This is an optimization exercise on Yosys and OpenROAD, whose aim is small area, a short achievable clock period and few clock cycles per item, not a production implementation. The RTL was checked by simulation tests, not by an equivalence proof against the original design. Power is estimated from default activity; no workload was simulated.

[run.sh]
#!/bin/bash
# synth_recipe.tcl (not shown) runs the flow's synth.tcl, then flattens the netlist and writes it again
# the make line also repeats each setting of config.mk as NAME=value (left out here)
make -C /OpenROAD-flow-scripts/flow DESIGN_CONFIG=/design/flow/config.mk WORK_HOME=/design/flow/orfs CLKGATE_MAP_FILE= SYNTH_SCRIPT=/design/flow/synth_recipe.tcl finish
[config.mk]
export PLATFORM = sky130hd
export DESIGN_NAME = yrd_fu
export DESIGN_NICKNAME = yrd_fu
export VERILOG_FILES = /design/flow/design.v
export SDC_FILE = /design/flow/constraint.sdc
export NUM_CORES = 4
export LEC_CHECK = 0
export ABC_CLOCK_PERIOD_IN_PS = 3000
export CAP_MARGIN = 20
export CORE_MARGIN = 2
export CORE_UTILIZATION = 40
export SLEW_MARGIN = 20
[constraint.sdc]
create_clock -name core_clock -period 12.0 [get_ports {clk}]
set_input_delay 2.4000 -clock core_clock [delete_from_list [all_inputs] [get_ports {clk}]]
set_output_delay 2.4000 -clock core_clock [all_outputs]
set_load 0.01 [all_outputs]
[design.v]
module yrd_luma (
    input  wire [7:0]  y,
    output wire [15:0] ly
);
    wire [16:0] s = ({9'd0, y} << 8) + ({9'd0, y} << 5) + ({9'd0, y} << 3) + ({9'd0, y} << 1);
    assign ly = s[16:1];
endmodule
module yrd_chroma (
    input  wire [7:0]  u,
    input  wire [7:0]  v,
    output wire [16:0] cr,
    output wire [16:0] cg,
    output wire [15:0] cb
);
    wire [17:0] u1 = {10'd0, u};
    wire [17:0] v1 = {10'd0, v};
    wire [17:0] r = (v1 << 8) + (v1 << 7) + (v1 << 4) + (v1 << 3) + v1 - 18'd56992;
    wire [17:0] g = 18'd34784 - (u1 << 6) - (u1 << 5) - (u1 << 2)
                              - (v1 << 7) - (v1 << 6) - (v1 << 4);
    wire [17:0] b = (u1 << 9) + (u1 << 2) - 18'd70688;
    assign cr = r[17:1];
    assign cg = g[17:1];
    assign cb = b[17:2];
endmodule
module yrd_chan (
    input  wire [15:0] ly,      
    input  wire [16:0] c,       
    output wire [7:0]  q
);
    wire [7:0]  lo = {1'b0, ly[6:0]} + {1'b0, c[6:0]};
    wire [11:0] hi = {2'b00, ly[15:7], 1'b1} + {c[16], c[16:7], lo[7]};
    wire [10:0] t  = hi[11:1];
    assign q = t[10] ? 8'd0 : (t[9:8] != 2'b00) ? 8'd255 : t[7:0];
endmodule
module yrd_fu (
    input  wire        clk,
    input  wire        rst,
    input  wire        cmd_valid,
    output reg         cmd_ready,
    input  wire [63:0] cmd_word,
    output reg         rsp_valid,
    input  wire        rsp_ready,
    output reg  [3:0]  rsp_status,
    output reg  [63:0] rsp_result
);
    localparam [3:0] ST_OK      = 4'd0;
    localparam [3:0] ST_ILLEGAL = 4'd11;
    localparam [2:0] C_CLIP8   = 3'd0;
    localparam [2:0] C_RSHR8   = 3'd1;
    localparam [2:0] C_YUV2RGB = 3'd2;
    localparam [2:0] C_565S    = 3'd3;
    localparam [2:0] C_565P    = 3'd4;
    localparam [2:0] C_LUMA    = 3'd5;
    localparam [2:0] C_YUYV2   = 3'd6;
    wire [7:0]  op  = cmd_word[63:56];
    wire [23:0] rsv = cmd_word[55:32];
    wire [31:0] a   = cmd_word[31:0];
    wire        swap = (op[2:0] == C_YUV2RGB);
    wire        base_ok = (rsv == 24'd0) && (op[7:3] == 5'b00110) && (op[2:0] != 3'd7) &&
                          !(swap && a[31:24] != 8'd0);
    wire [31:0] a_in = swap ? {a[7:0], a[23:8], a[23:16]} : a;
    wire [35:0] p_in = {base_ok, op[2:0], a_in};
    wire adv  = !rsp_valid || rsp_ready;     
    wire fire = cmd_valid && cmd_ready;
    reg        sk_valid;
    reg [35:0] sk;
    reg        s0_valid;
    reg [35:0] s0;
    reg        s1_valid;
    always @(posedge clk) begin
        if (rst) begin
            cmd_ready <= 1'b1;
            sk_valid  <= 1'b0;
            s0_valid  <= 1'b0;
            s1_valid  <= 1'b0;
            rsp_valid <= 1'b0;
        end else begin
            cmd_ready <= adv || !(sk_valid || fire);
            if (adv) begin
                sk_valid  <= 1'b0;
                s0_valid  <= sk_valid || fire;
                s1_valid  <= s0_valid;
                rsp_valid <= s1_valid;
            end else if (fire) begin
                sk_valid  <= 1'b1;
            end
        end
    end
    always @(posedge clk) begin
        if (!sk_valid) sk <= p_in;
        if (adv)       s0 <= sk_valid ? sk : p_in;
    end
    wire        s0_ok   = s0[35];
    wire [2:0]  s0_code = s0[34:32];
    wire [31:0] s0_a    = s0[31:0];
    reg legal;
    always @(*) begin
        case (s0_code)
            C_565S, C_565P: legal = s0_ok && (s0_a[31:16] == 16'd0);
            C_LUMA:         legal = s0_ok && (s0_a[31:8] == 24'd0);
            default:        legal = s0_ok;
        endcase
    end
    wire is_yuv  = legal && (s0_code == C_YUV2RGB || s0_code == C_YUYV2);
    wire is_yuyv = legal && (s0_code == C_YUYV2);
    wire [15:0] ly0, ly1;
    wire [16:0] cr, cg;
    wire [15:0] cb;
    yrd_luma   u_ly0 (.y(s0_a[7:0]),   .ly(ly0));
    yrd_luma   u_ly1 (.y(s0_a[23:16]), .ly(ly1));
    yrd_chroma u_chr (.u(s0_a[15:8]), .v(s0_a[31:24]), .cr(cr), .cg(cg), .cb(cb));
    wire [7:0] clip_res = s0_a[31] ? 8'd0 : (s0_a[30:8] != 23'd0) ? 8'd255 : s0_a[7:0];
    wire [24:0] rshr_q = {s0_a[31], s0_a[31:8]} + {24'd0, s0_a[7]};
    function [2:0] frac31;
        input [4:0] x;
        begin
            frac31 = (x >= 5'd31) ? 3'd7 : (x >= 5'd27) ? 3'd6 : (x >= 5'd23) ? 3'd5 :
                     (x >= 5'd18) ? 3'd4 : (x >= 5'd14) ? 3'd3 : (x >= 5'd9)  ? 3'd2 :
                     (x >= 5'd5)  ? 3'd1 : 3'd0;
        end
    endfunction
    function [1:0] frac63;
        input [5:0] x;
        begin
            frac63 = (x >= 6'd63) ? 2'd3 : (x >= 6'd42) ? 2'd2 : (x >= 6'd21) ? 2'd1 : 2'd0;
        end
    endfunction
    wire [4:0] r5 = s0_a[15:11];
    wire [5:0] g6 = s0_a[10:5];
    wire [4:0] b5 = s0_a[4:0];
    wire       is_p = (s0_code == C_565P);
    wire [23:0] rgb565 = {r5, is_p ? frac31(r5) : 3'd0,
                          g6, is_p ? frac63(g6) : 2'd0,
                          b5, is_p ? frac31(b5) : 3'd0};
    reg [24:0] n_res;
    always @(*) begin
        n_res = 25'd0;
        if (legal) begin
            case (s0_code)
                C_CLIP8:        n_res = {17'd0, clip_res};
                C_RSHR8:        n_res = rshr_q;
                C_565S, C_565P: n_res = {1'b0, rgb565};
                C_LUMA:         n_res = {1'b0, s0_a[7:0], s0_a[7:0], s0_a[7:0]};
                default:        n_res = 25'd0;
            endcase
        end
    end
    reg        s1_yuv, s1_yuyv, s1_ill;
    reg [15:0] s1_f0, s1_f1;
    reg [16:0] s1_cr, s1_cg;
    reg [15:0] s1_cb;
    always @(posedge clk) begin
        if (adv) begin
            s1_yuv  <= is_yuv;
            s1_yuyv <= is_yuyv;
            s1_ill  <= !legal;
            s1_f0   <= is_yuv ? ly0 : n_res[15:0];
            s1_f1   <= is_yuv ? ly1 : {7'd0, n_res[24:16]};
            s1_cr   <= cr;
            s1_cg   <= cg;
            s1_cb   <= cb;
        end
    end
    wire [7:0] p0_r, p0_g, p0_b, p1_r, p1_g, p1_b;
    yrd_chan u_p0r (.ly(s1_f0), .c(s1_cr),         .q(p0_r));
    yrd_chan u_p0g (.ly(s1_f0), .c(s1_cg),         .q(p0_g));
    yrd_chan u_p0b (.ly(s1_f0), .c({s1_cb, 1'b0}), .q(p0_b));
    yrd_chan u_p1r (.ly(s1_f1), .c(s1_cr),         .q(p1_r));
    yrd_chan u_p1g (.ly(s1_f1), .c(s1_cg),         .q(p1_g));
    yrd_chan u_p1b (.ly(s1_f1), .c({s1_cb, 1'b0}), .q(p1_b));
    wire        sx = !s1_yuv && s1_f1[8];
    wire [23:0] lo = s1_yuv  ? {p0_r, p0_g, p0_b} : {s1_f1[7:0], s1_f0};
    wire [23:0] hi = s1_yuyv ? {p1_r, p1_g, p1_b} : {24{sx}};
    always @(posedge clk) begin
        if (adv) begin
            rsp_status <= s1_ill ? ST_ILLEGAL : ST_OK;
            rsp_result <= {{8{sx}}, hi, {8{sx}}, lo};
        end
    end
endmodule
==> results of run 1 <==
[critical path, stage by stage]
cell and delay (ps):
clkdlybuf4s50_1 450, nand2b_4 430, buf_4 640, buf_4 920
[state kept, by name, summed over array words and instances, names as in the netlist, 15 cells and up]
signal / cells
rsp_result: 49
s0: 36
s1_cb: 15
s1_cr: 17
sk: 36
s1_f0: 16
s1_f1: 16
s1_cg: 16
[cell families (layout without fill, tap and decap cells)]
logic type      count (synthesis)  count (layout)  synth area share [%]
compound gates                416             416                 16.74
xor+xnor                      107             107                 5.663
fa+ha+maj                     292             292                 24.89
buf+inv                       194             331                 4.824
flops                         210             210                 35.63
mux                            38              38                 2.442
other cells                     1               1               0.02266
simple gates                  335             335                 9.791
[routing by layer]
metal	vias up	share of wire, %	global-route usage (%)
met5	-	0.060	0
met4	4	3.9	7.685
met1	5927	46	27.09
met2	404	45	32.90
met3	82	5.4	2.451
li1	6033	-	-
[cell usage in the layout (no fill, tap or decap), types with 21 or more instances in the layout]
master and instances:
xor2_1 34, clkbuf_16 25, a21o_1 33, nor3_1 23, ha_1 230, edfxtp_1 169, xnor2_1 73, o21bai_1 21
dfxtp_1 40, nand3_1 25, clkdlybuf4s50_1 136, fa_1 62, nor2_1 87, nor2b_1 21, nand2_1 94, o21ai_0 70
a21oi_1 121, inv_1 143
[path summary, 6_finish.rpt]
kind                            slack (ps)       endpoint  depth (start not counted)
worst min-delay path                   420  rsp_status[1]                          0
worst max-delay path                  7260      s1_f1[15]                          4
worst min register to register         420  rsp_status[1]                          0
worst max register to register        7370      s1_cg[15]                         13
[report_power, final]
part           leakage (nW)  switching, mW  internal, mW
logic                  5.54          0.702         0.604
registers              2.24          0.130         0.942
clock network         0.426          0.318         0.456
total                  8.21           1.15          2.00
[through the flow]
step / total power, mW / setup slack, ps / hold slack, ps
after global routing: 3.392 / 7039 / 444.4
final: 3.151 / 7263 / 421.7
after CTS: 3.172 / 7215 / 420.8
after floorplan: 2.024 / 4197 / 400.3
after global placement: 2.362 / 6678 / 410.8
after detailed placement: 2.382 / 6622 / 418.0
[layout make-up]
cell class / instances / area [um2] / share of cell area [%]
Inverter: 144 / 540.5 / 2.813
Sequential cell: 210 / 5897 / 30.69
Timing Repair Buffer: 141 / 1399 / 7.279
Tap cell: 532 / 665.6 / 3.464
Clock buffer: 30 / 684.4 / 3.561
Clock inverter: 16 / 163.9 / 0.8529
Multi-Input combinational cell: 1189 / 9867 / 51.34
==> impl_results.md, run 1 <==
- Worst Path Required: 12180 ps
- Number of filler cells placed in the layout: 3846
- First-pass GRT wire length: 68.20 mm
- RSZ-0062 raised after global routing: false
- Die width: 207.4 um
- Vias per Instance: 5.504
- Syn nets: 1953
- Mapped Cells: 1593
- Vias in the first global route: 12390
- Pwr Density: 164.0 nW/um2
- Warnings, synthesis: 1
- Most common library cells after synthesis: ha_1 (230), edfxtp_1 (169), inv_1 (143), a21oi_1 (121), nand2_1 (94)
- Post-synth ARST share: 0%
- Critical Path Start: rsp_ready
- Post-CTS Hold Buffers: 0
- Clk_skew: 13.19 ps
- Post-synth EDFFs: 169
- Slew @ Worst Pin: 1028 ps
- Maximum VDD drop: 0.1193 mV
- Worst r2r src: s0[10]
- HP Class: reg -> reg
- CTS H-Tree Depth: 1
- DIE HEIGHT: 207.4 um
- Share of cells above drive strength 1: 5.491%
- Fmax: 211.1 MHz
- Final Setup Violations: 0
- Buffer count from post-CTS setup fixing: 0
- Final period utilization: 39.48%
- Core outline area: 40830 um2
- Post-Route WL: 43.01 mm
- Congestion Overflow GR: 0
- Final ANT Viol Nets: 0
- Top FF cell, synth: edfxtp_1
- Root buf cell: clkbuf_16
- Area post-placement: 18370 um2
- Starting density of the core: 40.53%
- Largest net degree at the start of global routing: 86
- Drt initial violations: 680
- DRC viols: 0
- Clock Path Buffers: 3
- Number of I/O port buffers: 136
- Run status: finished clean
- Critical path type: in -> reg
- Site row count: 74
- Top post-synthesis cells by area: edfxtp_1 (31%), ha_1 (17%), fa_1 (7.5%)
- Layout Nets: 2071
- CTS buffer count: 25
- Cell taking the most area after synthesis: edfxtp_1
- Yosys top cell area share: 30.67%
- DP Cell Count: 2216
- Crit start category: input pin
- Min Tclk post-route: 4737 ps
- Clock-pin slew on the worst setup and hold paths: 60 ps
- I/O pin total: 138
- Hold Path Origin: s1_ill
- Worst Path Max Fanout: 85
- Crit path capture type: flop
- Final instance area: 19220 um2
- Leak: 8.207 nW
- GP Congestion: 0.9195
- Most numerous cell in the Yosys netlist: ha_1
- Layout Cells excl Fill: 2262
- DP HPWL: 34.08 mm
- Clock tree from TritonCTS: yes
- Setup_tns: 0 ps
- Max Cap Violations: 0
- Cell area after synthesis: 16550 um2
- Initial antenna violation count: 3
- Post-synthesis sequential area ratio: 35.63%
- DR WL/cell: 19.02 um
- Clock Sink Count: 210
- CP arrival: 4920 ps
- Post-layout util: 47.06%
- Hold Fails Final Rpt: 0
- Synth-to-Final Area Change: 16.13%
- Max-slew violations: 0
- GR Util All Layers: 20.04%
- # resized after CTS: 0
- Post-synth cell types: 82
- #FFs+latches synth: 210
- Skew-Pair Late Insertion Delay: 560 ps
- Antenna diode count: 0
- Drt pass-1 iters: 8
- Vias: 12450
- Slew headroom: 31.46%
- Die area: 43010 um2
- Synthesized area per cell: 10.39 um2
Testbench counts, summed over its fixed seeds: cycles 32,024, items 32,000.
==> run 2, diff against run 1 <==
--- a/config.mk
+++ b/config.mk
@@ -5,7 +5,6 @@
 export SDC_FILE = /design/flow/constraint.sdc
 export NUM_CORES = 4
 export LEC_CHECK = 0
-export ABC_CLOCK_PERIOD_IN_PS = 3000
 export CAP_MARGIN = 20
 export CORE_MARGIN = 2
 export CORE_UTILIZATION = 40
==> run 2 against run 1 <==
Wire length unchanged. Still clean. Maximum frequency unchanged. Combinational power about the same. Largest power group unchanged.
==> impl_results.md, run 2 <==
- Run status: finished clean (unchanged)
- Final worst slack: 7263 ps (unchanged)
- FF/Latch Area: 5897 um2 (unchanged)
- Slew @ Worst Pin: 1028 ps (unchanged)
- Layout Nets: 2071 (unchanged)
- Hold Fails Final Rpt: 0 (unchanged)
- Most used cell along the critical path: buf_4 (unchanged)
- Largest register FFs: 49 (unchanged)
- Post-Route WL: 43.01 mm (unchanged)
- Syn nets: 1953 (unchanged)
- Warnings, synthesis: 1 (unchanged)
- Share of cells above drive strength 1: 5.491% (unchanged)
- Initial antenna violation count: 3 (unchanged)
- Setup_tns: 0 ps (unchanged)
- RSZ-0062 raised after global routing: false (unchanged)
- Worst R2R End: s1_cg[15] (unchanged)
- Top reg by flops: rsp_result (unchanged)
- Buffer count from post-CTS setup fixing: 0 (unchanged)
- Post-synth EDFFs: 169 (unchanged)
- Max-slew violations: 0 (unchanged)
- CTS buffer count: 25 (unchanged)
- Crit path capture type: flop (unchanged)
- Critical Path Start: rsp_ready (unchanged)
- I/O pin total: 138 (unchanged)
- Antenna diode count: 0 (unchanged)
- Number of filler cells placed in the layout: 3846 (unchanged)
- Mapped Cells: 1593 (unchanged)
- Final ANT Viol Nets: 0 (unchanged)
- Multi-input gate area: 9867 um2 (unchanged)
- Cell area after synthesis: 16550 um2 (unchanged)
- Worst path top cell family by delay: buffers and inverters (unchanged)
- Skew-Pair Late Insertion Delay: 560 ps (about the same)
- Yosys top cell area share: 30.67% (unchanged)
- GP Congestion: 0.9195 (unchanged)
- #FFs+latches synth: 210 (unchanged)
- Regs by FF count: rsp_result x49, s0 x36, sk x36 (unchanged)
- Vias: 12450 (unchanged)
- Worst r2r src: s0[10] (unchanged)
- Die area: 43010 um2 (unchanged)
- Clk_skew: 13.19 ps (unchanged)
- Min Tclk post-route: 4737 ps (unchanged)
- Final period utilization: 39.48% (unchanged)
- Vias in the first global route: 12390 (unchanged)
- Most common library cells after synthesis: ha_1 (230), edfxtp_1 (169), inv_1 (143), a21oi_1 (121), nand2_1 (94) (unchanged)
- R2R setup slack: 7370 ps (about the same)
- Commonest non-fill, non-tap cell in the layout: ha_1 (unchanged)
- Critical path cell sequence: clkdlybuf4s50_1 -> nand2b_4 -> buf_4 -> buf_4 (unchanged)
- # resized after CTS: 0 (unchanged)
- Root buf cell: clkbuf_16 (unchanged)
- Hold path cells: 0 (unchanged)
- Synth-to-Final Area Change: 16.13% (unchanged)
- Post-synth ARST share: 0% (unchanged)
- Crit path capture: s1_f1[15] (unchanged)
- Largest net degree at the start of global routing: 86 (unchanged)
- CP arrival: 4920 ps (about the same)
- Vias per Instance: 5.504 (unchanged)
- Core outline area: 40830 um2 (unchanged)
- GR Util All Layers: 20.04% (unchanged)
- Pwr Density: 164.0 nW/um2 (unchanged)
- Max Cap Violations: 0 (unchanged)
- Worst Path Required: 12180 ps (about the same)
- Maximum VDD drop: 0.1193 mV (unchanged)
- Slew headroom: 31.46% (unchanged)
- CTS H-Tree Depth: 1 (unchanged)
- HP Class: reg -> reg (unchanged)
- Final Setup Violations: 0 (unchanged)
- Most numerous cell in the Yosys netlist: ha_1 (unchanged)
- Congestion Overflow GR: 0 (unchanged)
- Commonest cells after routing, fill and taps aside: ha_1 (230), edfxtp_1 (169), inv_1 (143) (unchanged)
- Critical path buffers and inverters: 3 (unchanged)
- Clock Path Buffers: 3 (unchanged)
- Clock tree from TritonCTS: yes (unchanged)
- Worst Path Max Fanout: 85 (unchanged)
- Clock-pin slew on the worst setup and hold paths: 60 ps (about the same)
- Post-synth cell types: 82 (unchanged)
- Fmax: 211.1 MHz (unchanged)
- Reg2Reg Depth: 13 (unchanged)
- Max incr delay on CP: 920 ps (about the same)
- Number of I/O port buffers: 136 (unchanged)
- Critical path type: in -> reg (unchanged)
- DR WL/cell: 19.02 um (unchanged)
- Leak: 8.207 nW (unchanged)
- DIE HEIGHT: 207.4 um (unchanged)
- Post-CTS Hold Buffers: 0 (unchanged)
- DRC viols: 0 (unchanged)
- Drt initial violations: 680 (unchanged)
- Die width: 207.4 um (unchanged)
- Clock Sink Count: 210 (unchanged)
- Post-synthesis sequential area ratio: 35.63% (unchanged)
- Synthesized area per cell: 10.39 um2 (unchanged)
- Site row count: 74 (unchanged)
- Top post-synthesis cells by area: edfxtp_1 (31%), ha_1 (17%), fa_1 (7.5%) (unchanged)
- DP HPWL: 34.08 mm (unchanged)
- Slowest CP cell: buf_4 (unchanged)
- First-pass GRT wire length: 68.20 mm (unchanged)
- Starting density of the core: 40.53% (unchanged)
- Drt pass-1 iters: 8 (unchanged)
- Top FF cell, synth: edfxtp_1 (unchanged)
- Post-place setup slack: 6622 ps (unchanged)
- Crit start category: input pin (unchanged)
- Cell taking the most area after synthesis: edfxtp_1 (unchanged)
- WP depth: 4 (unchanged)
## run 2: cell families after synthesis
logic type | Yosys count | share of synthesized area, %
other cells | 1 | 0.02266
compound gates | 416 | 16.74
xor+xnor | 107 | 5.663
flops | 210 | 35.63
buf+inv | 194 | 4.824
mux | 38 | 2.442
fa+ha+maj | 292 | 24.89
simple gates | 335 | 9.791
## run 2: power breakdown
part           internal, mW  switching (mW)
Clock                 0.456           0.318
Sequential            0.942           0.130
Combinational         0.604           0.702
Total                  2.00            1.15
## run 2: area by class of cell
| cell class | instances | share of cell area, % |
|---|---|---|
| Multi-Input combinational cell | 1189 | 51.34 |
| Sequential cell | 210 | 30.69 |
| Timing Repair Buffer | 141 | 7.279 |
| Clock buffer | 30 | 3.561 |
| Tap cell | 532 | 3.464 |
| Inverter | 144 | 2.813 |
| Clock inverter | 16 | 0.8529 |
## run 2: routing by layer
metal / wire, um / track usage (%) / vias to the layer above
met5: 26 / 0 / -
met4: 1659 / 7.685 / 4
met3: 2303 / 2.451 / 82
met2: 19300 / 32.90 / 404
met1: 19720 / 27.09 / 5927
li1: - / - / 6033
## run 2: worst min path at each step
stage,startpoint,endpoint
after global routing,s1_ill,rsp_status[1]
after global placement,s1_ill,rsp_status[1]
after detailed placement,s1_ill,rsp_status[1]
after floorplan,s1_ill,rsp_status[1]
final,s1_ill,rsp_status[1]
after CTS,s1_ill,rsp_status[1]
## run 2: per-stage QoR
| stage | utilization, % | hold WS, ps | total power [mW] | cell area, um2 | std cells |
|---|---|---|---|---|---|
| 6_report | 47.06 | 421.7 | 3.151 | 19220 | 2262 |
| 5_1_grt | 47.06 | 444.4 | 3.392 | 19220 | 2262 |
| 4_1_cts | 47.06 | 420.8 | 3.172 | 19220 | 2262 |
| 3_5_place_dp | 44.99 | 418.0 | 2.382 | 18370 | 2216 |
| 3_3_place_gp | 44.99 | 410.8 | 2.362 | 18370 | 2216 |
| 2_1_floorplan | - | 400.3 | 2.024 | 16550 | 1593 |
==> run 3, diff against run 2 <==
==> flow/run.sh (new file) <==
#!/bin/bash
# Layout: the standard flow (standard synthesis unchanged), with
#  - port buffers of a plain buffer cell instead of the default delay-buffer,
set -uo pipefail
MARGIN=$(cat flow/margin.txt 2>/dev/null || echo 8)
bash standard.sh SETUP_SLACK_MARGIN=$MARGIN \
    "BUFFER_PORTS_ARGS=-buffer_cell sky130_fd_sc_hd__buf_2" \
    finish > flow_make.log 2>&1
==> flow/margin.txt (new file) <==
8
==> standard.sh (new file) <==
#!/bin/bash
# synth_recipe.tcl (not shown) runs the flow's synth.tcl, then flattens the netlist and writes it again
# the make line also repeats each setting of config.mk as NAME=value (left out here)
make -C /OpenROAD-flow-scripts/flow DESIGN_CONFIG=/design/flow/config.mk WORK_HOME=/design/flow/orfs CLKGATE_MAP_FILE= SYNTH_SCRIPT=/design/flow/synth_recipe.tcl "${@:-finish}"
--- a/config.mk
+++ b/config.mk
@@ -7,5 +7,6 @@
 export LEC_CHECK = 0
 export CAP_MARGIN = 20
 export CORE_MARGIN = 2
-export CORE_UTILIZATION = 40
+export CORE_UTILIZATION = 60
+export CTS_BUF_LIST = sky130_fd_sc_hd__clkbuf_4 sky130_fd_sc_hd__clkbuf_8
 export SLEW_MARGIN = 20
removed: run.sh
==> run 3 against run 2 <==
Largest cell class unchanged. Power rose by 2.5%. Core utilization increased by 24 points. Non-clock buffer count increased by 83. Global-route usage up 11 points. Sequential power barely moved. Highest routed layer unchanged. Sequential cell count stayed put. First-iteration DRC count up 42%. Worst hold slack gained 20 ps. Setup slack better by 770 ps. Clock power fell by 12%.
==> impl_results.md, run 3 <==
- Run status: finished clean (unchanged)
- Worst Path Required: 12280 ps (was 12180 ps)
- Drt initial violations: 963 (was 680)
- Largest net degree at the start of global routing: 68 (was 86)
- Share of cells above drive strength 1: 20.36% (was 5.491%)
- Clock Sink Count: 210 (unchanged)
- Cell area after synthesis: 16550 um2 (unchanged)
- Vias: 13000 (was 12450)
- #FFs+latches synth: 210 (unchanged)
- Post-synth cell types: 82 (unchanged)
- Antenna diode count: 0 (unchanged)
- Mux share of post-synthesis cell area: 2.442% (unchanged)
- Simple-gate area share of the yosys netlist: 9.791% (unchanged)
- Hold path cells: 0 (unchanged)
- Cell taking the most area after synthesis: edfxtp_1 (unchanged)
- Crit path capture type: flop (unchanged)
- GR Util All Layers: 30.54% (was 20.04%)
- Clock-pin slew on the worst setup and hold paths: 60 ps (about the same)
- Synthesized area per cell: 10.39 um2 (unchanged)
- Clock Path Buffers: 3 (unchanged)
- Commonest non-fill, non-tap cell in the layout: ha_1 (unchanged)
- Worst r2r src: s0[27] (was s0[10])
- Final Setup Violations: 0 (unchanged)
- Hold slack: 441.3 ps (was 421.7 ps)
- Yosys top cell area share: 30.67% (unchanged)
- Hold Path Origin: s1_ill (unchanged)
- Slew @ Worst Pin: 994.0 ps (was 1028 ps)
- Largest register FFs: 49 (unchanged)
- Post-layout util: 70.62% (was 47.06%)
- Hold endpoint: rsp_status[1] (unchanged)
- HP Class: reg -> reg (unchanged)
- Clk_skew: 16.33 ps (was 13.19 ps)
- Reg2Reg Depth: 15 (was 13)
- Vias per Instance: 5.981 (was 5.504)
- Top FF cell, synth: edfxtp_1 (unchanged)
- Crit start category: flop (was input pin)
- Post-synthesis sequential area ratio: 35.63% (unchanged)
- Top post-synthesis cells by area: edfxtp_1 (31%), ha_1 (17%), fa_1 (7.5%) (unchanged)
- Starting density of the core: 61.23% (was 40.53%)
- Post-synth EDFFs: 169 (unchanged)
- Mapped Cells: 1593 (unchanged)
- Most numerous cell in the Yosys netlist: ha_1 (unchanged)
- CP arrival: 4250 ps (was 4920 ps)
- Synth-to-Final Area Change: 15.33% (was 16.13%)
- DP Cell Count: 2028 (was 2216)
- Clock tree from TritonCTS: yes (unchanged)
- Commonest cells after routing, fill and taps aside: ha_1 (224), edfxtp_1 (169), buf_2 (136) (was ha_1 (230), edfxtp_1 (169), inv_1 (143))
- Congestion Overflow GR: 0 (unchanged)
- Layout Cells excl Fill: 2173 (was 2262)
- Maximum VDD drop: 0.09527 mV (was 0.1193 mV)
- Adder-cell share of the synthesized area: 24.89% (unchanged)
- Regs by FF count: rsp_result x49, s0 x36, sk x36 (unchanged)
- Top reg by flops: rsp_result (unchanged)
- First-pass GRT wire length: 67.42 mm (was 68.20 mm)
- Final worst slack: 8036 ps (was 7263 ps)
- Final period utilization: 33.03% (was 39.48%)
- Slew headroom: 33.73% (was 31.46%)
- Initial antenna violation count: 2 (was 3)
- Layout Nets: 2167 (was 2071)
- Core outline area: 27030 um2 (was 40830 um2)
- Warnings, synthesis: 1 (unchanged)
- Final instance area: 19080 um2 (was 19220 um2)
- CTS H-Tree Depth: 2 (was 1)
- Post-Route WL: 44.27 mm (was 43.01 mm)
- Most common library cells after synthesis: ha_1 (230), edfxtp_1 (169), inv_1 (143), a21oi_1 (121), nand2_1 (94) (unchanged)
- Max-slew violations: 0 (unchanged)
- DRC viols: 0 (unchanged)
- DP HPWL: 33.40 mm (was 34.08 mm)
- Final ANT Viol Nets: 0 (unchanged)
- Syn nets: 1953 (unchanged)
- Max Cap Violations: 0 (unchanged)
- DIE HEIGHT: 170.1 um (was 207.4 um)
- Setup_tns: 0 ps (unchanged)
- Worst Path Max Fanout: 4 (was 85)
- R2R setup slack: 8040 ps (was 7370 ps)
- Main combinational cell family by area after synthesis: adder cells (unchanged)
- Die area: 28930 um2 (was 43010 um2)
- Total Power: 3.230 mW (was 3.151 mW)
- CTS buffer count: 37 (was 25)
- Vias in the first global route: 12420 (was 12390)
- Pwr Density: 169.2 nW/um2 (was 164.0 nW/um2)
- Fmax: 252.3 MHz (was 211.1 MHz)
- Worst R2R End: s1_cg[13] (was s1_cg[15])
- RSZ-0062 raised after global routing: true (was false)
- Post-Synth XOR/XNOR Area: 5.663% (unchanged)
- Post-place setup slack: 6995 ps (was 6622 ps)
- Root buf cell: clkbuf_8 (was clkbuf_16)
- Critical path type: reg -> reg (was in -> reg)
- DR WL/cell: 20.37 um (was 19.02 um)
- Min Tclk post-route: 3964 ps (was 4737 ps)
- I/O pin total: 138 (unchanged)
- Leak: 8.695 nW (was 8.207 nW)
- Drt pass-1 iters: 7 (was 8)
- Skew-Pair Late Insertion Delay: 540 ps (was 560 ps)
- Number of I/O port buffers: 136 (unchanged)
- Synth Area in Compound Gates: 16.74% (unchanged)
- GP Congestion: 0.9568 (was 0.9195)
- Post-synth ARST share: 0% (unchanged)
- Area post-placement: 17480 um2 (was 18370 um2)
- Die width: 170.1 um (was 207.4 um)
- Hold Fails Final Rpt: 0 (unchanged)
- Site row count: 60 (was 74)
-- run 3: report_power, final --
| group | switching, mW | leakage (nW) | internal (mW) |
|---|---|---|---|
| clock network | 0.286 | 0.404 | 0.390 |
| logic | 0.805 | 6.05 | 0.691 |
| registers | 0.114 | 2.24 | 0.943 |
| total | 1.21 | 8.69 | 2.02 |
-- run 3: logic make-up after synthesis --
family / after synthesis
adder cells (fa/ha/maj): 292
flip-flops: 210
buffers and inverters: 194
other: 1
multiplexers: 38
AND/OR/NAND/NOR: 335
XOR/XNOR: 107
AO/OA/AOI/OAI: 416
-- run 3: final cells by class --
type	count	area (um2)
repair buffers	224	1356
fillers	2082	7941
clock buffers	52	646.9
well taps	341	426.7
flip-flops and latches	210	5897
multi-input cells	1190	10090
clock inverters	12	108.9
inverters	144	558.0
-- run 3: what timing repair did --
item / CTS / global route
hold buffers: 0 / 0
buffers inserted: 29 / 51
gates cloned: 1 / 0
setup endpoints to repair: 88 / 45
pin swaps: 8 / 26
resized for setup: 18 / 34
-- run 3: worst max-delay path by stage --
stage / start / end / slack [ps] / depth (start not counted)
2_1_floorplan: s0[24] / s1_cr[16] / 8010 / 15
3_3_place_gp: rsp_ready / s1_cg[10] / 7040 / 4
3_5_place_dp: rsp_ready / s1_cb[15] / 7000 / 4
4_1_cts: s0[27] / s1_cr[16] / 7990 / 15
5_1_grt: s0[11] / s1_cg[14] / 7890 / 14
6_report: s0[27] / s1_cg[13] / 8040 / 15
-- run 3: layer usage --
metal	vias to the layer above	global-route usage [%]	part of all wire, %
met2	497	49.47	46
met1	6149	39.48	42
met3	121	4.628	6.1
met5	-	0	0.027
met4	2	16.83	5.6
li1	6228	-	-
-- run 3: critical path: stages, from the launching register on --
cell      delay, ps
edfxtp_1        510
buf_6           180
fa_1            520
inv_2            40
fa_1            510
inv_2            40
fa_1            510
inv_2            50
ha_4            230
a21oi_4         150
o21ai_4          80
o41ai_4         350
buf_4           170
o21bai_1         50
a21oi_1         200
xnor2_1         100
==> run 4, diff against run 3 <==
==> flow/margin.txt (replaced) <==
8.5
--- a/config.mk
+++ b/config.mk
@@ -7,6 +7,7 @@
 export LEC_CHECK = 0
 export CAP_MARGIN = 20
 export CORE_MARGIN = 2
-export CORE_UTILIZATION = 60
+export CORE_UTILIZATION = 70
 export CTS_BUF_LIST = sky130_fd_sc_hd__clkbuf_4 sky130_fd_sc_hd__clkbuf_8
+export CTS_CLUSTER_SIZE = 30
 export SLEW_MARGIN = 20
==> run 4 against run 3 <==
First-iteration DRC count rose by 130%. Global-route usage rose by 8.2 points. Sequential share of layout area fell by 2.0 points. Via count rose by 13%. Core utilization rose by 17 points. Maximum frequency fell by 4.9%. Wire length rose by 23%. Cell area rose by 7.1%. Die area fell by 14%. Combinational power rose by 35%. Critical path depth did not move. Critical endpoint is now s1_cr[16]. Largest power group unchanged. Highest routed layer unchanged.
==> impl_results.md, run 4 <==
- Final period utilization: 34.75% (was 33.03%)
- Starting density of the core: 70.92% (was 61.23%)
- Yosys top cell area share: 30.67% (unchanged)
- Synth-to-Final Area Change: 23.53% (was 15.33%)
- Cell taking the most area after synthesis: edfxtp_1 (unchanged)
- Most numerous cell in the Yosys netlist: ha_1 (unchanged)
- Final worst slack: 7830 ps (was 8036 ps)
- Die area: 24890 um2 (was 28930 um2)
- DRC viols: 0 (unchanged)
- Regs by FF count: rsp_result x49, s0 x36, sk x36 (unchanged)
- Crit path capture type: flop (unchanged)
- Drt pass-1 iters: 7 (unchanged)
- Min Tclk post-route: 4170 ps (was 3964 ps)
- Sw Pwr: 1.516 mW (was 1.205 mW)
- Max-slew violations: 0 (unchanged)
- Post-synth cell types: 82 (unchanged)
- P_int: 2.248 mW (was 2.024 mW)
- Hold Fails Final Rpt: 0 (unchanged)
- Mapped Cells: 1593 (unchanged)
- Root buf cell: clkbuf_8 (unchanged)
- Slew @ Worst Pin: 1037 ps (was 994.0 ps)
- Top reg by flops: rsp_result (unchanged)
- Max incr delay on CP: 560 ps (was 520 ps)
- Worst Path Required: 12290 ps (was 12280 ps)
- Vias: 14710 (was 13000)
- Post-layout util: 87.61% (was 70.62%)
- Switching share of total power: 40.27% (was 37.32%)
- Die width: 157.8 um (was 170.1 um)
- Crit start category: flop (unchanged)
- Clk pwr share: 18.1% (was 21.0%)
- Initial antenna violation count: 1 (was 2)
- Critical path cell sequence: inv_4 -> fa_2 -> inv_2 -> fa_2 -> ha_4 -> ha_4 -> a21o_1 -> a21oi_2 -> o21bai_1 -> a21oi_2 -> nor2b_2 -> o2111ai_1 -> nand3_1 -> o41a_1 -> xnor2_1 (was buf_6 -> fa_1 -> inv_2 -> fa_1 -> inv_2 -> fa_1 -> inv_2 -> ha_4 -> a21oi_4 -> o21ai_4 -> o41ai_4 -> buf_4 -> o21bai_1 -> a21oi_1 -> xnor2_1)
- DR WL/cell: 24.60 um (was 20.37 um)
- Synthesized area per cell: 10.39 um2 (unchanged)
- Drt initial violations: 2189 (was 963)
- DP HPWL: 32.82 mm (was 33.40 mm)
- Post-synth EDFFs: 169 (unchanged)
- Comb pwr share: 53.6% (was 46.3%)
- Clk_skew: 20.41 ps (was 16.33 ps)
- Clock-pin slew on the worst setup and hold paths: 70 ps (was 60 ps)
- Clock Sink Count: 210 (unchanged)
- Clock tree from TritonCTS: yes (unchanged)
- GP Congestion: 1.027 (was 0.9568)
- Cell area after synthesis: 16550 um2 (unchanged)
- Fmax: 239.8 MHz (was 252.3 MHz)
- Number of filler cells placed in the layout: 1144 (was 2082)
- Post-synth ARST share: 0% (unchanged)
- Largest register FFs: 49 (unchanged)
- CP arrival: 4460 ps (was 4250 ps)
- Share of cells above drive strength 1: 29.78% (was 20.36%)
- DIE HEIGHT: 157.8 um (was 170.1 um)
- Largest net degree at the start of global routing: 80 (was 68)
- Maximum VDD drop: 0.1200 mV (was 0.09527 mV)
- HP Class: reg -> reg (unchanged)
- Commonest cells after routing, fill and taps aside: ha_1 (194), edfxtp_1 (169), buf_2 (135) (was ha_1 (224), edfxtp_1 (169), buf_2 (136))
- Congestion Overflow GR: 0 (unchanged)
- Pwr Density: 184.1 nW/um2 (was 169.2 nW/um2)
- Skew-Pair Late Insertion Delay: 550 ps (was 540 ps)
- First-pass GRT wire length: 73.13 mm (was 67.42 mm)
- Number of I/O port buffers: 136 (unchanged)
- GR Util All Layers: 38.70% (was 30.54%)
- Setup_tns: 0 ps (unchanged)
- Post-CTS Hold Buffers: 0 (unchanged)
- Leak: 9.090 nW (was 8.695 nW)
- Post-synthesis sequential area ratio: 35.63% (unchanged)
- Commonest non-fill, non-tap cell in the layout: ha_1 (unchanged)
- CTS buffer count: 35 (was 37)
- Final ANT Viol Nets: 0 (unchanged)
- Max Cap Violations: 0 (unchanged)
- Layout Nets: 2231 (was 2167)
- CTS H-Tree Depth: 2 (unchanged)
- I/O pin total: 138 (unchanged)
- Warnings, synthesis: 1 (unchanged)
- Vias in the first global route: 13430 (was 12420)
- Core outline area: 23330 um2 (was 27030 um2)
- Run status: finished clean (unchanged)
- Top FF cell, synth: edfxtp_1 (unchanged)
- Site row count: 56 (was 60)
- Top post-synthesis cells by area: edfxtp_1 (31%), ha_1 (17%), fa_1 (7.5%) (unchanged)
- Worst Path Max Fanout: 4 (unchanged)
- Post-Route WL: 54.44 mm (was 44.27 mm)
- Vias per Instance: 6.645 (was 5.981)
- Slew headroom: 30.85% (was 33.73%)
- Post-place setup slack: 7052 ps (was 6995 ps)
- Clock Path Buffers: 3 (unchanged)
- Final Setup Violations: 0 (unchanged)
- Worst path top cell family by delay: adder cells (unchanged)
- RSZ-0062 raised after global routing: true (unchanged)
- Syn nets: 1953 (unchanged)
- Slowest CP cell: fa_2 (was fa_1)
- #FFs+latches synth: 210 (unchanged)
- Most common library cells after synthesis: ha_1 (230), edfxtp_1 (169), inv_1 (143), a21oi_1 (121), nand2_1 (94) (unchanged)
- Seq pwr share: 28.2% (was 32.7%)
- Critical path buffers and inverters: 2 (was 5)
- Critical path type: reg -> reg (unchanged)
- Antenna diode count: 0 (unchanged)
-- run 4: metal layers --
layer	vias up	GRT usage [%]	wire length, um
li1	6365	-	-
met1	6889	48.70	19010
met2	1107	63.64	25210
met3	343	5.858	5641
met4	2	22.64	4573
met5	-	0	12
-- run 4: cell families after synthesis --
kind of cell,Yosys count,synth area share (%)
compound gates,416,16.74
simple gates,335,9.791
fa+ha+maj,292,24.89
flops,210,35.63
buf+inv,194,4.824
xor+xnor,107,5.663
mux,38,2.442
other cells,1,0.02266
-- run 4: power groups by stage --
stage / sequential, mW / combinational, mW / clock [mW]
2_1_floorplan: 1.02 / 1.08 / 0
4_1_cts: 1.04 / 1.58 / 0.675
6_report: 1.06 / 2.02 / 0.683
5_1_grt: 1.06 / 2.14 / 0.707
3_3_place_gp: 1.07 / 1.31 / 0
3_5_place_dp: 1.08 / 1.37 / 0
-- run 4: timing repair --
action / in CTS / in global routing
resized for setup: 80 / 123
gates cloned: 1 / 1
setup endpoints to repair: 186 / 159
buffers inserted: 96 / 49
pin swaps: 72 / 121
-- run 4: cell type report --
class	count	area [um2]	share of cell area (%)
clock buffers	46	576.8	2.822
clock inverters	14	145.1	0.7100
inverters	144	580.6	2.840
multi-input cells	1190	10830	53.00
flip-flops and latches	210	5898	28.85
well taps	319	399.1	1.953
repair buffers	290	2008	9.824
-- run 4: path summary, 6_finish.rpt --
check / cells past startpoint / to / start / slack [ps]
max: 15 / s1_cr[16] / s0[28] / 7830
min: 0 / rsp_status[1] / s1_ill / 450
max reg2reg: 15 / s1_cr[16] / s0[28] / 7830
min reg2reg: 0 / rsp_status[1] / s1_ill / 450
-- run 4: metrics by stage --
stage / instance area [um2] / hold WS (ps) / instances / power, mW
after global placement: 17640 / 418.0 / 2006 / 2.381
final: 20440 / 454.5 / 2213 / 3.764
after global routing: 20440 / 454.2 / 2213 / 3.910
after floorplan: 16790 / 400.3 / 1593 / 2.103
after detailed placement: 17640 / 425.1 / 2006 / 2.449
after CTS: 19460 / 442.6 / 2163 / 3.299
-- run 4: worst register-to-register path: cells and delay by family (launching register included) --
family / cells / cell delay, ps
fa+ha+maj: 4 / 1610
compound gates: 6 / 1300
flops: 1 / 490
simple gates: 2 / 230
buf+inv: 2 / 150
xor+xnor: 1 / 150
==> run 5, diff against run 4 <==
==> flow/margin.txt (replaced) <==
8
==> run 5 against run 4 <==
Worst hold slack got worse by 19 ps. Die area did not move. Global-route usage fell by 1.8 points. Combinational power fell by 18%. Critical endpoint is now s1_cg[16]. Largest cell class unchanged. Highest routed layer is now met4.
==> impl_results.md, run 5 <==
- Run status: finished clean (unchanged)
- Total Power: 3.425 mW (was 3.764 mW)
- CTS H-Tree Depth: 2 (unchanged)
- Hold Path Origin: s1_ill (unchanged)
- Clock Path Buffers: 3 (unchanged)
- Setup_tns: 0 ps (unchanged)
- Final worst slack: 7789 ps (was 7830 ps)
- Layout Cells excl Fill: 2149 (was 2213)
- Maximum VDD drop: 0.1770 mV (was 0.1200 mV)
- CP arrival: 4540 ps (was 4460 ps)
- Sw Pwr: 1.326 mW (was 1.516 mW)
- Most common library cells after synthesis: ha_1 (230), edfxtp_1 (169), inv_1 (143), a21oi_1 (121), nand2_1 (94) (unchanged)
- Final instance area: 19160 um2 (was 20440 um2)
- Clk_skew: 23.88 ps (was 20.41 ps)
- DR WL/cell: 22.20 um (was 24.60 um)
- Drt pass-1 iters: 7 (unchanged)
- Die width: 157.8 um (unchanged)
- Slowest CP cell: edfxtp_1 (was fa_2)
- Most used cell along the critical path: ha_1
- Initial antenna violation count: 0 (was 1)
- HP Class: reg -> reg (unchanged)
- Number of I/O port buffers: 136 (unchanged)
- Pwr Density: 178.8 nW/um2 (was 184.1 nW/um2)
- Skew-Pair Late Insertion Delay: 540 ps (was 550 ps)
- Worst R2R End: s1_cg[16] (was s1_cr[16])
- Mapped Cells: 1593 (unchanged)
- DRC viols: 0 (unchanged)
- Post-Route WL: 47.71 mm (was 54.44 mm)
- Yosys top cell area share: 30.67% (unchanged)
- Final ANT Viol Nets: 0 (unchanged)
- Warnings, synthesis: 1 (unchanged)
- Commonest cells after routing, fill and taps aside: ha_1 (218), edfxtp_1 (169), buf_2 (136) (was ha_1 (194), edfxtp_1 (169), buf_2 (135))
- Vias in the first global route: 13220 (was 13430)
- Clk pwr share: 21.2% (was 18.1%)
- Synthesized area per cell: 10.39 um2 (unchanged)
- RSZ-0062 raised after global routing: true (unchanged)
- Antenna diode count: 0 (unchanged)
- Synth-to-Final Area Change: 15.78% (was 23.53%)
- Max-slew violations: 0 (unchanged)
- Largest net degree at the start of global routing: 71 (was 80)
- DIE HEIGHT: 157.8 um (unchanged)
- #FFs+latches synth: 210 (unchanged)
- Post-CTS Hold Buffers: 0 (unchanged)
- Critical path type: reg -> reg (unchanged)
- Root buf cell: clkbuf_8 (unchanged)
- Leak: 8.718 nW (was 9.090 nW)
- Critical path cell sequence: ha_1 -> ha_1 -> fa_1 -> inv_1 -> ha_1 -> a21boi_0 -> o21ai_0 -> nand2b_1 -> a21oi_1 -> o21ai_2 -> a41oi_2 -> a21oi_2 -> a31oi_1 (was inv_4 -> fa_2 -> inv_2 -> fa_2 -> ha_4 -> ha_4 -> a21o_1 -> a21oi_2 -> o21bai_1 -> a21oi_2 -> nor2b_2 -> o2111ai_1 -> nand3_1 -> o41a_1 -> xnor2_1)
- Max incr delay on CP: 610 ps (was 560 ps)
- CTS buffer count: 36 (was 35)
- I/O pin total: 138 (unchanged)
- Hold slack: 435.7 ps (was 454.5 ps)
- Switching share of total power: 38.72% (was 40.27%)
- Hold Fails Final Rpt: 0 (unchanged)
- Final Setup Violations: 0 (unchanged)
- Die area: 24890 um2 (unchanged)
- Worst r2r src: s0[8] (was s0[28])
- Fmax: 237.5 MHz (was 239.8 MHz)
- Top FF cell, synth: edfxtp_1 (unchanged)
- Post-place setup slack: 7046 ps (was 7052 ps)
- Clock Sink Count: 210 (unchanged)
- Post-synthesis sequential area ratio: 35.63% (unchanged)
- Area post-placement: 17440 um2 (was 17640 um2)
- GP Congestion: 1.020 (was 1.027)
- Max Cap Violations: 0 (unchanged)
- Post-synth ARST share: 0% (unchanged)
- Starting density of the core: 70.92% (unchanged)
- Crit start category: flop (unchanged)
- Vias per Instance: 6.409 (was 6.645)
- Comb pwr share: 48.0% (was 53.6%)
- Most numerous cell in the Yosys netlist: ha_1 (unchanged)
- Syn nets: 1953 (unchanged)
- Vias: 13770 (was 14710)
- Top reg by flops: rsp_result (unchanged)
- Drt initial violations: 1420 (was 2189)
- Critical Path Start: s0[8] (was s0[28])
- Hold endpoint: rsp_status[1] (unchanged)
- Core outline area: 23330 um2 (unchanged)
- Commonest non-fill, non-tap cell in the layout: ha_1 (unchanged)
- Top post-synthesis cells by area: edfxtp_1 (31%), ha_1 (17%), fa_1 (7.5%) (unchanged)
- R2R setup slack: 7790 ps (was 7830 ps)
- Post-synth cell types: 82 (unchanged)
- Crit path capture type: flop (unchanged)
- DP Cell Count: 2005 (was 2006)
- First-pass GRT wire length: 69.97 mm (was 73.13 mm)
- Seq pwr share: 30.8% (was 28.2%)
- Final period utilization: 35.09% (was 34.75%)
- Layout Nets: 2164 (was 2231)
- Slew headroom: 32.02% (was 30.85%)
- GR Util All Layers: 36.88% (was 38.70%)
- Worst Path Max Fanout: 9 (was 4)
- DP HPWL: 33.30 mm (was 32.82 mm)
- Clock tree from TritonCTS: yes (unchanged)
- Congestion Overflow GR: 0 (unchanged)
- Worst Path Required: 12330 ps (was 12290 ps)
- Clock-pin slew on the worst setup and hold paths: 60 ps (was 70 ps)
- Slew @ Worst Pin: 1020 ps (was 1037 ps)
- Post-layout util: 82.12% (was 87.61%)
- P_int: 2.099 mW (was 2.248 mW)
- Post-synth EDFFs: 169 (unchanged)
- Min Tclk post-route: 4211 ps (was 4170 ps)
- Cell area after synthesis: 16550 um2 (unchanged)
- Hold path cells: 0 (unchanged)
- Site row count: 56 (unchanged)
- Cell taking the most area after synthesis: edfxtp_1 (unchanged)
- Regs by FF count: rsp_result x49, s0 x36, sk x36 (unchanged)
- Share of cells above drive strength 1: 21.04% (was 29.78%)
- Reg2Reg Depth: 13 (was 15)
- Largest register FFs: 49 (unchanged)
run 5: cell counts after synthesis:
No cell type changed its count.
run 5: per-layer routing:
layer	up-vias	wire length [um]	global-route usage, %
li1	6229	-	-
met1	6446	18060	46.16
met2	853	21600	58.99
met3	246	3933	5.667
met4	0	4121	25.50
met5	-	0	0
run 5: logic make-up after synthesis:
kind of cell | synth area share (%)
other | 0.02266
and+or+nand+nor | 9.791
AOI/OAI and AO/OA | 16.74
DFF | 35.63
adders and majority gates | 24.89
buffers and inverters | 4.824
xor gates and xnor gates | 5.663
muxes | 2.442
run 5: repair_timing:
item / in CTS / in global routing
setup buffers: 36 / 44
setup endpoints to repair: 90 / 116
pin swaps: 10 / 40
gates resized for setup: 23 / 53
run 5: how the worst max path moves through the flow:
stage                      to  slack, ps  cells after the start
global route        s1_f1[14]       7780                     13
CTS                 s1_cr[15]       7850                     17
floorplan           s1_cr[16]       8010                     15
finish              s1_cg[16]       7790                     13
global placement    s1_f1[12]       7110                      4
detailed placement  s1_f1[10]       7050                      4
run 5: layout make-up:
class,instances,area (um2)
Multi-Input combinational cell,1189,10130
Sequential cell,210,5897
Timing Repair Buffer,223,1364
Inverter,144,559.3
Clock buffer,48,610.6
Fill cell,1384,4173
Clock inverter,16,196.4
Tap cell,319,399.1
run 5: critical path, delay by kind of cell (launching register included):
family,cells,cell delay (ps)
AO/OA/AOI/OAI,7,1640
adder cells (fa/ha/maj),4,1550
flip-flops,1,610
buffers and inverters,1,50
AND/OR/NAND/NOR,1,150
run 5: power by group through the flow:
stage | Combinational [mW] | Clock [mW] | Sequential, mW
2_1_floorplan | 1.01 | 0 | 1.02
6_report | 1.65 | 0.725 | 1.05
3_3_place_gp | 1.22 | 0 | 1.08
3_5_place_dp | 1.29 | 0 | 1.08
5_1_grt | 1.78 | 0.760 | 1.06
4_1_cts | 1.41 | 0.729 | 1.05
==> run 6, diff against run 5 <==
--- a/design.v
+++ b/design.v
@@ -27,9 +27,8 @@
     input  wire [16:0] c,       
     output wire [7:0]  q
 );
-    wire [7:0]  lo = {1'b0, ly[6:0]} + {1'b0, c[6:0]};
-    wire [11:0] hi = {2'b00, ly[15:7], 1'b1} + {c[16], c[16:7], lo[7]};
-    wire [10:0] t  = hi[11:1];
+    wire [17:0] s = {2'b00, ly} + {c[16], c};
+    wire [10:0] t  = s[17:7];
     assign q = t[10] ? 8'd0 : (t[9:8] != 2'b00) ? 8'd255 : t[7:0];
 endmodule
 module yrd_fu (
==> flow/margin.txt (replaced) <==
8.3
--- a/config.mk
+++ b/config.mk
@@ -7,7 +7,6 @@
 export LEC_CHECK = 0
 export CAP_MARGIN = 20
 export CORE_MARGIN = 2
-export CORE_UTILIZATION = 70
+export CORE_UTILIZATION = 50
 export CTS_BUF_LIST = sky130_fd_sc_hd__clkbuf_4 sky130_fd_sc_hd__clkbuf_8
-export CTS_CLUSTER_SIZE = 30
 export SLEW_MARGIN = 20
==> run 6 against run 5 <==
Wire length decreased by 8.3%. Still clean on timing, DRC and antenna. Largest cell class unchanged. Final cell count increased by 2.4%. Worst hold slack got worse by 19 ps. Cell area decreased by 0.21%. Clock skew increased by 2.0 ps. Sequential share of layout area increased by 0.064 points. Combinational power increased by 5%. Highest routed layer unchanged. Via count decreased by 9.6%. Clock power decreased by about 10%. Critical endpoint is now s1_cg[13]. Core utilization decreased by 23 points. Global-route usage decreased by 11 points.
==> impl_results.md, run 6 <==
- Vias per Instance: 5.663 (was 6.409)
- Final ANT Viol Nets: 0 (unchanged)
- Synthesized area per cell: 10.73 um2 (was 10.39 um2)
- Final Setup Violations: 0 (unchanged)
- Clock Sink Count: 210 (unchanged)
- Leak: 8.686 nW (was 8.718 nW)
- Most numerous cell in the Yosys netlist: ha_1 (unchanged)
- Slew headroom: 31.17% (was 32.02%)
- GP Congestion: 0.9396 (was 1.020)
- Regs by FF count: rsp_result x49, s0 x36, sk x36 (unchanged)
- Run status: finished clean (unchanged)
- Total Power: 3.414 mW (was 3.425 mW)
- Site row count: 66 (was 56)
- CTS buffer count: 38 (was 36)
- Root buf cell: clkbuf_8 (unchanged)
- Hold path cells: 0 (unchanged)
- Clk_skew: 25.83 ps (was 23.88 ps)
- Die width: 184.4 um (was 157.8 um)
- Crit path capture type: flop (unchanged)
- Clock-pin slew on the worst setup and hold paths: 70 ps (was 60 ps)
- #FFs+latches synth: 210 (unchanged)
- Top reg by flops: rsp_result (unchanged)
- Die area: 34010 um2 (was 24890 um2)
- CTS H-Tree Depth: 2 (unchanged)
- Synth-to-Final Area Change: 17.48% (was 15.78%)
- Starting density of the core: 50.40% (was 70.92%)
- Post-synthesis sequential area ratio: 36.23% (was 35.63%)
- Syn nets: 1872 (was 1953)
- Largest register FFs: 49 (unchanged)
- Mapped Cells: 1517 (was 1593)
- Top post-synthesis cells by area: edfxtp_1 (31%), ha_1 (18%), fa_1 (6.9%) (was edfxtp_1 (31%), ha_1 (17%), fa_1 (7.5%))
- RSZ-0062 raised after global routing: true (unchanged)
- Max Cap Violations: 0 (unchanged)
- Commonest non-fill, non-tap cell in the layout: ha_1 (unchanged)
- Post-CTS Hold Buffers: 0 (unchanged)
- Layout Nets: 2085 (was 2164)
- Fmax: 261.7 MHz (was 237.5 MHz)
- Post-synth ARST share: 0% (unchanged)
- Share of cells above drive strength 1: 24.00% (was 21.04%)
- Post-place setup slack: 6999 ps (was 7046 ps)
- Drt pass-1 iters: 5 (was 7)
- Max-slew violations: 0 (unchanged)
- Antenna diode count: 0 (unchanged)
- Reg2Reg Depth: 17 (was 13)
- Vias: 12460 (was 13770)
- Cell taking the most area after synthesis: edfxtp_1 (unchanged)
- Vias in the first global route: 12040 (was 13220)
- Number of I/O port buffers: 136 (unchanged)
- Met2 global-route usage: 43.50% (was 58.99%)
- Clock tree from TritonCTS: yes (unchanged)
- Met3 Use GR: 3.893% (was 5.667%)
- Warnings, synthesis: 1 (unchanged)
- First-pass GRT wire length: 67.07 mm (was 69.97 mm)
- Skew-Pair Late Insertion Delay: 570 ps (was 540 ps)
- DR WL/cell: 19.89 um (was 22.20 um)
- Met1 usage: 34.22% (was 46.16%)
- Post-synth cell types: 84 (was 82)
- Cell area after synthesis: 16270 um2 (was 16550 um2)
- DP HPWL: 33.20 mm (was 33.30 mm)
- HP Class: reg -> reg (unchanged)
- Number of filler cells placed in the layout: 2784 (was 1384)
- Hold Fails Final Rpt: 0 (unchanged)
- Top FF cell, synth: edfxtp_1 (unchanged)
- Min Tclk post-route: 3821 ps (was 4211 ps)
- Crit start category: flop (unchanged)
- Setup_tns: 0 ps (unchanged)
- Clock Path Buffers: 3 (unchanged)
- Post-synth EDFFs: 169 (unchanged)
- Yosys top cell area share: 31.18% (was 30.67%)
- I/O pin total: 138 (unchanged)
- Commonest cells after routing, fill and taps aside: ha_1 (216), edfxtp_1 (169), buf_2 (136) (was ha_1 (218), edfxtp_1 (169), buf_2 (136))
- Slew @ Worst Pin: 1023 ps (was 1020 ps)
- Final worst slack: 8179 ps (was 7789 ps)
- Congestion Overflow GR: 0 (unchanged)
- GR Util All Layers: 26.01% (was 36.88%)
- Largest net degree at the start of global routing: 79 (was 71)
- DRC viols: 0 (unchanged)
- Final period utilization: 31.85% (was 35.09%)
- Initial antenna violation count: 0 (unchanged)
- Core outline area: 32290 um2 (was 23330 um2)
- Critical path type: reg -> reg (unchanged)
- CP arrival: 4120 ps (was 4540 ps)
- Drt initial violations: 861 (was 1420)
- Gr busiest metal: met2 (unchanged)
- DIE HEIGHT: 184.4 um (was 157.8 um)
- Maximum VDD drop: 0.1227 mV (was 0.1770 mV)
- Pwr Density: 178.6 nW/um2 (was 178.8 nW/um2)
- Worst Path Max Fanout: 7 (was 9)
- Most common library cells after synthesis: ha_1 (231), edfxtp_1 (169), inv_1 (128), a21oi_1 (95), nand2_1 (92) (was ha_1 (230), edfxtp_1 (169), inv_1 (143), a21oi_1 (121), nand2_1 (94))
- Worst Path Required: 12300 ps (was 12330 ps)
- Post-Route WL: 43.76 mm (was 47.71 mm)
run 6: cell types whose count changed in the layout (fill, tap and decap cells not counted), moves of 9 or more:
cell and delta:
a21oi_1 -24, a221o_1 +12, a222oi_1 +10, clkbuf_4 +9, fa_1 -9, inv_1 -23
nor2_1 -22, o21ai_1 -10, o21bai_1 -10, o221a_1 -9, o221a_2 +9
run 6: path summary, 6_finish.rpt:
path                         to   start  slack, ps
setup / recovery      s1_cg[13]  s0[27]       8180
hold / removal    rsp_status[1]  s1_ill        420
setup reg to reg      s1_cg[13]  s0[27]       8180
hold reg to reg   rsp_status[1]  s1_ill        420
run 6: cell families (layout without fill, tap and decap cells):
| kind of cell | after synthesis | count (layout) | share of synthesized area [%] |
|---|---|---|---|
| and+or+nand+nor | 301 | 302 | 9.095 |
| muxes | 39 | 39 | 2.552 |
| xor gates and xnor gates | 112 | 112 | 6.028 |
| AOI/OAI and AO/OA | 383 | 383 | 16.65 |
| DFF | 210 | 210 | 36.23 |
| adders and majority gates | 287 | 287 | 24.65 |
| buffers and inverters | 184 | 424 | 4.782 |
| other | 1 | 1 | 0.02304 |
run 6: final cells by class:
class / instances / area [um2] / share of cell area [%]
Multi-Input combinational cell: 1124 / 10000 / 52.30
Sequential cell: 210 / 5897 / 30.84
Timing Repair Buffer: 227 / 1425 / 7.454
Clock buffer: 55 / 650.6 / 3.403
Tap cell: 442 / 553.0 / 2.892
Inverter: 129 / 519.2 / 2.716
Clock inverter: 13 / 75.07 / 0.3926
run 6: where the power goes:
| part | switching (mW) | internal, mW |
|---|---|---|
| combinational | 0.893 | 0.835 |
| sequential | 0.0966 | 0.940 |
| clock | 0.299 | 0.351 |
| total | 1.29 | 2.13 |
run 6: repair_timing:
item,CTS,global route
pin swaps,35,26
gates resized for setup,47,32
endpoints found under the setup margin,115,106
buffers inserted,67,18
cloned,0,1
run 6: through the flow:
stage	util [%]	hold WS (ps)	cells	cell area (um2)
6_report	59.21	417.1	2200	19120
3_5_place_dp	53.90	413.1	2046	17400
5_1_grt	59.21	433.9	2200	19120
4_1_cts	58.27	414.8	2181	18810
3_3_place_gp	53.90	412.7	2046	17400
2_1_floorplan	-	400.3	1517	16440
run 6: worst max-delay path, cell delays in order, from the launching register on:
cell      delay, ps
edfxtp_1        430
buf_6           160
buf_4           130
buf_6           140
ha_1            270
inv_1            50
fa_1            540
inv_1            60
fa_1            550
inv_1            70
ha_4            270
nor3_1          240
nor2_2           80
o41ai_4          70
buf_4           180
o21bai_1         60
a21oi_1         160
xnor2_1         100
run 6: layer usage:
metal	share of wire [%]	up-vias	wire length, um
met4	3.4	0	1498
met1	44	5910	19140
met2	47	437	20670
li1	-	6023	-
met5	0	-	0
met3	5.6	88	2446
Testbench counts of run 6, summed over its fixed seeds: cycles 32,024, items 32,000.
==> run 7, diff against run 6 <==
==> flow/margin.txt (replaced) <==
8
--- a/config.mk
+++ b/config.mk
@@ -7,6 +7,6 @@
 export LEC_CHECK = 0
 export CAP_MARGIN = 20
 export CORE_MARGIN = 2
-export CORE_UTILIZATION = 50
+export CORE_UTILIZATION = 60
 export CTS_BUF_LIST = sky130_fd_sc_hd__clkbuf_4 sky130_fd_sc_hd__clkbuf_8
 export SLEW_MARGIN = 20
==> run 7 against run 6 <==
Area after synthesis unchanged. Clock power about the same. Still clean. Via count shrank 0.41%. Sequential cell count unchanged. Largest power group unchanged. Cell area shrank 3.8%. Count of clock-buffer cells in the layout decreased by 7.
==> impl_results.md, run 7 <==
- Post-synthesis sequential area ratio: 36.23% (unchanged)
- Congestion Overflow GR: 0 (unchanged)
- Syn nets: 1872 (unchanged)
- Layout Nets: 2050 (was 2085)
- Final worst slack: 8107 ps (was 8179 ps)
- Post-CTS Hold Buffers: 0 (unchanged)
- Commonest cells after routing, fill and taps aside: ha_1 (226), edfxtp_1 (169), buf_2 (136) (was ha_1 (216), edfxtp_1 (169), buf_2 (136))
- Skew-Pair Late Insertion Delay: 550 ps (was 570 ps)
- Post-synth ARST share: 0% (unchanged)
- DRC viols: 0 (unchanged)
- Reg2Reg Depth: 14 (was 17)
- Vias per Instance: 6.023 (was 5.663)
- Drt pass-1 iters: 8 (was 5)
- GP Congestion: 0.9787 (was 0.9396)
- Worst R2R End: s1_cg[15] (was s1_cg[13])
- Mapped Cells: 1517 (unchanged)
- Run status: finished clean (unchanged)
- Commonest non-fill, non-tap cell in the layout: ha_1 (unchanged)
- Critical path cell sequence: inv_2 -> fa_1 -> fa_1 -> inv_1 -> fa_1 -> inv_1 -> ha_4 -> and3_1 -> a21oi_2 -> o21ai_2 -> o41ai_4 -> o2111ai_1 -> a21oi_1 -> xor2_1 (was buf_6 -> buf_4 -> buf_6 -> ha_1 -> inv_1 -> fa_1 -> inv_1 -> fa_1 -> inv_1 -> ha_4 -> nor3_1 -> nor2_2 -> o41ai_4 -> buf_4 -> o21bai_1 -> a21oi_1 -> xnor2_1)
- Share of cells above drive strength 1: 19.90% (was 24.00%)
- Worst Path Max Fanout: 5 (was 7)
- Antenna diode count: 0 (unchanged)
- DP HPWL: 31.87 mm (was 33.20 mm)
- Hold path cells: 0 (unchanged)
- HP Class: reg -> reg (unchanged)
- CTS H-Tree Depth: 2 (unchanged)
- Initial antenna violation count: 0 (unchanged)
- Crit start category: flop (unchanged)
- Crit path capture type: flop (unchanged)
- Regs by FF count: rsp_result x49, s0 x36, sk x36 (unchanged)
- Area post-placement: 17190 um2 (was 17400 um2)
- Cell area after synthesis: 16270 um2 (unchanged)
- Hold slack: 429.6 ps (was 417.1 ps)
- Number of I/O port buffers: 136 (unchanged)
- Final ANT Viol Nets: 0 (unchanged)
- Pwr Density: 169.1 nW/um2 (was 178.6 nW/um2)
- Min Tclk post-route: 3893 ps (was 3821 ps)
- First-pass GRT wire length: 64.11 mm (was 67.07 mm)
- Maximum VDD drop: 0.09504 mV (was 0.1227 mV)
- Yosys top cell area share: 31.18% (unchanged)
- Slowest CP cell: fa_1 (unchanged)
- CTS buffer count: 37 (was 38)
- Clock Path Buffers: 3 (unchanged)
- Largest net degree at the start of global routing: 79 (unchanged)
- Worst r2r src: s0[11] (was s0[27])
- RSZ-0062 raised after global routing: true (unchanged)
- Leak: 8.453 nW (was 8.686 nW)
- Starting density of the core: 60.72% (was 50.40%)
- Warnings, synthesis: 1 (unchanged)
- Worst Path Required: 12370 ps (was 12300 ps)
- Hold endpoint: rsp_status[1] (unchanged)
- Final period utilization: 32.44% (was 31.85%)
- #FFs+latches synth: 210 (unchanged)
- Top reg by flops: rsp_result (unchanged)
- CP arrival: 4270 ps (was 4120 ps)
- Most common library cells after synthesis: ha_1 (231), edfxtp_1 (169), inv_1 (128), a21oi_1 (95), nand2_1 (92) (unchanged)
- Vias: 12410 (was 12460)
- DIE HEIGHT: 168.7 um (was 184.4 um)
- Slew @ Worst Pin: 975.2 ps (was 1023 ps)
- Setup_tns: 0 ps (unchanged)
- Synth-to-Final Area Change: 13.07% (was 17.48%)
- Largest register FFs: 49 (unchanged)
- Slew headroom: 34.98% (was 31.17%)
- Post-synth EDFFs: 169 (unchanged)
- Max incr delay on CP: 550 ps (about the same)
- Die area: 28460 um2 (was 34010 um2)
- Hold Fails Final Rpt: 0 (unchanged)
- Most used cell along the critical path: fa_1 (was inv_1)
- Final instance area: 18400 um2 (was 19120 um2)
- Clock-pin slew on the worst setup and hold paths: 70 ps (about the same)
- Post-Route WL: 41.46 mm (was 43.76 mm)
- Clock Sink Count: 210 (unchanged)
- R2R setup slack: 8110 ps (was 8180 ps)
- GR Util All Layers: 29.34% (was 26.01%)
- DR WL/cell: 20.13 um (was 19.89 um)
- I/O pin total: 138 (unchanged)
- Site row count: 60 (was 66)
- Post-synth cell types: 84 (unchanged)
- Clock tree from TritonCTS: yes (unchanged)
- Drt initial violations: 1066 (was 861)
- Max Cap Violations: 0 (unchanged)
- Top post-synthesis cells by area: edfxtp_1 (31%), ha_1 (18%), fa_1 (6.9%) (unchanged)
- Root buf cell: clkbuf_8 (unchanged)
- Hold Path Origin: s1_ill (unchanged)
- Final Setup Violations: 0 (unchanged)
- Die width: 168.7 um (was 184.4 um)
- Most numerous cell in the Yosys netlist: ha_1 (unchanged)
- Vias in the first global route: 11730 (was 12040)
- Top FF cell, synth: edfxtp_1 (unchanged)
- Core outline area: 26800 um2 (was 32290 um2)
- Max-slew violations: 0 (unchanged)
- Critical Path Start: s0[11] (was s0[27])
- Fmax: 256.8 MHz (was 261.7 MHz)
- Post-place setup slack: 7008 ps (was 6999 ps)
- Critical path type: reg -> reg (unchanged)
- Clk_skew: 19.96 ps (was 25.83 ps)
- Cell taking the most area after synthesis: edfxtp_1 (unchanged)
- Synthesized area per cell: 10.73 um2 (unchanged)
==> run 7: layer usage <==
| layer | track usage, % | up-vias | routed length, um |
|---|---|---|---|
| met5 | 0 | - | 0 |
| met4 | 15.22 | 0 | 2325 |
| met3 | 4.279 | 125 | 2742 |
| met2 | 47.77 | 509 | 18860 |
| met1 | 38.32 | 5828 | 17530 |
| li1 | - | 5945 | - |
==> run 7: worst max-delay path, delay by kind of cell, from the launching register on <==
| kind | cells | cell delay, ps |
|---|---|---|
| simple gates | 1 | 180 |
| xor+xnor | 1 | 220 |
| buf+inv | 3 | 230 |
| fa+ha+maj | 4 | 1800 |
| compound gates | 5 | 860 |
| flops | 1 | 450 |
==> run 7: area by class of cell <==
cell class,instances,area [um2]
multi-input combinational,1123,9717
fill,2036,8399
tap,341,426.7
sequential,210,5897
timing repair buffer,194,1140
clock inverter,15,116.4
clock buffer,48,598.1
inverter,129,506.7
==> run 7: cells by family (layout without fill, tap and decap cells) <==
family,Yosys count,in the layout,share of synthesized area [%]
mux,39,39,2.552
flops,210,210,36.23
simple gates,301,301,9.095
other cells,1,1,0.02304
xor+xnor,112,112,6.028
compound gates,383,383,16.65
fa+ha+maj,287,287,24.65
buf+inv,184,386,4.782
==> run 7: how the worst max path moves through the flow <==
stage               slack, ps         to
floorplan                8030     s0[29]
global placement         7060   s1_cb[7]
detailed placement       7010   s1_cb[7]
CTS                      8000  s1_cr[15]
global route             7910  s1_cg[15]
finish                   8110  s1_cg[15]
==> run 7: per-stage QoR <==
step | utilization (%) | instances | total power, mW
floorplan | - | 1517 | 2.044
global placement | 64.14 | 1947 | 2.326
detailed placement | 64.14 | 1947 | 2.359
CTS | 67.83 | 2040 | 3.057
global route | 68.66 | 2060 | 3.333
finish | 68.66 | 2060 | 3.111
==> run 7: power breakdown <==
group / switching, mW / internal, mW
registers: 0.0996 / 0.940
logic: 0.776 / 0.649
clock network: 0.297 / 0.350
==> run 7: what timing repair did <==
item,in CTS,in global routing
resized for setup,22,15
endpoints found under the hold margin,0,0
gates cloned,0,0
buffers inserted,30,20
pin swaps,10,5
endpoints found under the setup margin,90,90

==> port drivers added, routing unchanged <==
Ports are ideal in the flow. The routed layouts listed here were re-timed in OpenROAD.
Step 1, drivers: a clkbuf_16 drives clk and a buf_2 each remaining input, both assumed.
Step 2, shift: input delay + t, output delay - t, t = (earliest + latest rising clock arrival at the registers) / 2. This alone moves slack from input paths to output paths.
Three values: ideal, step 1, step 2; two values: the first two.
run	shift t [ns]	setup WS [ns]
run 1	0.611	7.263 / 7.295 / 6.684
run 2	0.611	7.263 / 7.295 / 6.684
run 3	0.575	8.036 / 8.036 / 7.596
run 4	0.587	7.830 / 7.830 / 7.830
run 5	0.579	7.789 / 7.789 / 7.648
run 6	0.599	8.179 / 8.179 / 7.870
run 7	0.582	8.107 / 8.107 / 7.662
After both steps every run listed still meets setup and hold.
